Background: an optimization exercise with open tools, aiming at small area, a short achievable clock period and few clock cycles. Do not read the settings as production practice. The RTL was checked by simulation tests, not by an equivalence proof against the original design. Power and IR drop assume default switching activity.

Design crc16_walk, start of the top module:
module crc16_walk (
    input  wire        clk,
    input  wire        rst,         
    input  wire        cmd_valid,
    input  wire [31:0] cmd,
    output wire        cmd_ready,
    output wire [31:0] rsp
);
export LEC_CHECK = 0
export CAP_MARGIN = 20
export CORE_MARGIN = 2
export CORE_UTILIZATION = 45
export SLEW_MARGIN = 20
create_clock -name core_clock -period 16.0 [get_ports {clk}]
standard.sh (not shown) runs the stock make flow with config.mk's settings and CLKGATE_MAP_FILE= SYNTH_SCRIPT=/design/flow/synth_recipe.tcl, a recipe that flattens the netlist after the stock synthesis.
==> flow/flow/run.sh <==
#!/bin/bash
# Standard synthesis, then the standard layout (standard.sh) with:
# - buf_4 as the port buffer;
# - a clock tree of clkbuf_8 with sinks clustered 12 at most, 60 um across.
# CORE_UTILIZATION comes from config.mk through config.mk.
set -euo pipefail
bash standard.sh synth > synth.log 2>&1
bash standard.sh SETUP_SLACK_MARGIN=10.5 MATCH_CELL_FOOTPRINT=0 \
    "BUFFER_PORTS_ARGS=-buffer_cell sky130_fd_sc_hd__buf_4" \
    CTS_BUF_LIST=sky130_fd_sc_hd__clkbuf_8 CTS_CLUSTER_SIZE=12 CTS_CLUSTER_DIAMETER=60 \
    finish > layout.log 2>&1
The first run produced a clean layout.
Testbench counts at the start, summed over its fixed seeds: cycles 28,994.
Rerun with:
--- a/flow/design.v
+++ b/flow/design.v
@@ -174,20 +174,19 @@
     reg [6:0]  klenr;
     wire [16:0] ln8  = {8'd0, ln8r};
     wire [16:0] klen = {10'd0, klenr};
     reg        dir;
     reg [7:0]  rot;
     reg [3:0]  err;
     reg [16:0] rsp_lo;       
     wire [31:0] rsp_r = {15'd0, rsp_lo};
     reg        ldb_mode;     
-    reg [1:0]  ldb_sel;      
-    reg        ldb_lo;       
+    reg [3:0]  ldb_sel;      
     reg        pend_b, pend_k;   
     reg [7:0]  pend_a, pend_d;
     reg        busy;
     reg        rdy;          
     reg        sph;          
     reg        rph;          
     reg        rph2;         
     reg        xph;          
     reg        wph;          
@@ -200,26 +199,28 @@
     reg [5:0]  r2r, r2s;     
     reg [3:0]  r2k, r2sk;    
     reg [5:0]  xr, xs;       
     reg [5:0]  wr, ws;       
     reg [3:0]  side;         
     reg        wdn;          
     reg [1:0]  bsel [0:3];   
     reg [1:0]  lsel [0:3];   
     reg [7:0]  pph  [0:3];   
-    reg [7:0]  ppo  [0:1];   
+    reg [7:0]  ppo  [0:3];   
     reg [7:0]  pfb  [0:3];   
     reg [7:0]  pfk  [0:3];   
     reg [7:0]  wb   [0:3];   
     reg  [7:0] ldb_byte, ldb_keep;
     always @(*) begin
-        ldb_byte = ({8{ldb_sel[0]}} & ppo[0]) | ({8{ldb_sel[1]}} & ppo[1]);
-        ldb_keep = ppo[ldb_lo];
+        ldb_byte = ({8{ldb_sel[0]}} & ppo[0]) | ({8{ldb_sel[1]}} & ppo[1]) |
+                   ({8{ldb_sel[2]}} & ppo[2]) | ({8{ldb_sel[3]}} & ppo[3]);
+        ldb_keep = ({8{ldb_sel[0]}} & pph[0]) | ({8{ldb_sel[1]}} & pph[1]) |
+                   ({8{ldb_sel[2]}} & pph[2]) | ({8{ldb_sel[3]}} & pph[3]);
     end
     assign cmd_ready = rdy;
     assign rsp = {rsp_r[31:8], rsp_r[7:0] | ldb_byte};
     wire [5:0]  nib_sum = crc[15:12] + crc[11:8] + crc[7:4] + crc[3:0];
     wire [2:0]  iv      = nib_sum[2:0];
     wire        par     = ^crc;
     wire [7:0]  x0      = XSEED ^ crc[15:8] ^ crc[7:0];
     wire        pos_bad = (pos >= ln8);
     wire [4:0]  op   = cmd[31:27];
@@ -451,30 +452,25 @@
     always @(*)
         crc4 = crc4x(crc, {pph[3], pph[2], pph[1], pph[0]});
     wire enc   = (mode == M_ENC);
     wire adv   = xph & (~enc | half | one);              
     wire xlast = adv & (one | (gleft == 7'd1));          
     wire fin   = (wph & ~xph) | (xlast & (mode == M_CRC));  
     wire go_x  = sph & geo_ok;                           
     wire [7:0] x_eng = (mode == M_DEC) ? (one ? dx[0] : dx[3]) : exA;
     wire fwd_now = pend_b & (pend_a == cmd[15:8]);    
-    wire r1  = rph | rph2 | adv;                       
-    wire [1:0] pf_sel = {2{fwd_now}} & {cmd[8], ~cmd[8]};
-    wire       pl_hi  = cmd[9];
-    integer    oq;
-    always @(posedge clk)
-        for (oq = 0; oq < 2; oq = oq + 1)
-            ppo[oq] <= pf_sel[oq] ? pend_d : (pl_hi ? brd[oq + 2] : brd[oq]);
+    wire r1  = ~busy | rph | rph2 | adv;               
     integer q;
     always @(posedge clk) begin
         for (q = 0; q < 4; q = q + 1) begin
             if (r1)
-                pph[q] <= brd[q];
+                pph[q] <= (~busy & fwd_now & (cmd[9:8] == q)) ? pend_d : brd[q];
+            ppo[q] <= (fwd_now & (cmd[9:8] == q)) ? pend_d : brd[q];
         end
         if (rph2 | adv) begin
             for (q = 0; q < 4; q = q + 1) begin
                 pfb[q] <= pph[bsel[q]];
                 pfk[q] <= krd[bsel[q]];
             end
         end else if (xph & enc) begin
             pfb[0] <= pfb[2];
             pfb[1] <= pfb[3];
@@ -624,21 +620,20 @@
             rsp_lo <= reg_val;
         else if (do_rst | do_ldb)
             rsp_lo <= 17'd0;
         else if (ldb_mode)
             rsp_lo <= {9'd0, ldb_keep};
         ldb_mode <= ~rst & do_ldb;
     end
     integer lq;
     always @(posedge clk) begin
-        ldb_sel[0] <= ~rst & do_ldb & ~cmd[8];
-        ldb_sel[1] <= ~rst & do_ldb & cmd[8];
-        ldb_lo <= cmd[8];
+        for (lq = 0; lq < 4; lq = lq + 1)
+            ldb_sel[lq] <= ~rst & do_ldb & (cmd[9:8] == lq);
         if (~busy & (o_stb | o_stk))
             {pend_a, pend_d} <= cmd[15:0];
         pend_b <= ~rst & do_stb;
         pend_k <= ~rst & do_stk;
     end
     wire geo_w = do_rst | wrr2 | wrr3 | wrr4 | (do_n & o_einit) | do_din | (busy & go_x & one);
     always @(posedge clk) begin
         if (rst | geo_w)
             geo_age <= 2'd0;
=> Routed wire length went down by 2.0%; worst hold slack improved by 0.025 ns; synthesized cell count went up by 1.5%; die area went up by 0.45%; global-route usage went down by 0.81 points; count of clock-buffer cells in the layout went down by 2; worst setup slack got worse by 0.11 ns; non-clock buffer count went down by 95; total power went up by 4.3%; cell area hardly moves; via count went up by 0.37%.
Testbench counts after the change, summed over its fixed seeds: cycles 28,994.

-- what the ideal ports hide --
Ports are ideal in the flow. The routed layouts listed here were re-timed in OpenROAD.
Step 1, drivers: a clkbuf_16 drives clk and a buf_2 each remaining input, both assumed.
Step 2 also shifts input and output timing later by t, the mid clock arrival at the registers, as if the neighbouring blocks saw the same clock.
Slacks: ideal / step 1 / step 2; pairs: ideal / step 1.
run	t (ns)	setup slack, ns	slew at the worst register clock pin (ns)	worst slew at a driven data input, ns
the first run	1.143	10.344 / 10.420 / 9.277	0.10 / 0.10	0.17
the second run	1.157	10.234 / 10.129 / 9.036	0.10 / 0.10	0.24
After both steps every run listed still meets setup and hold. For the second run, which loses most, drivers alone change the setup slack by -0.105 ns; drivers and shift together by -1.198 ns.
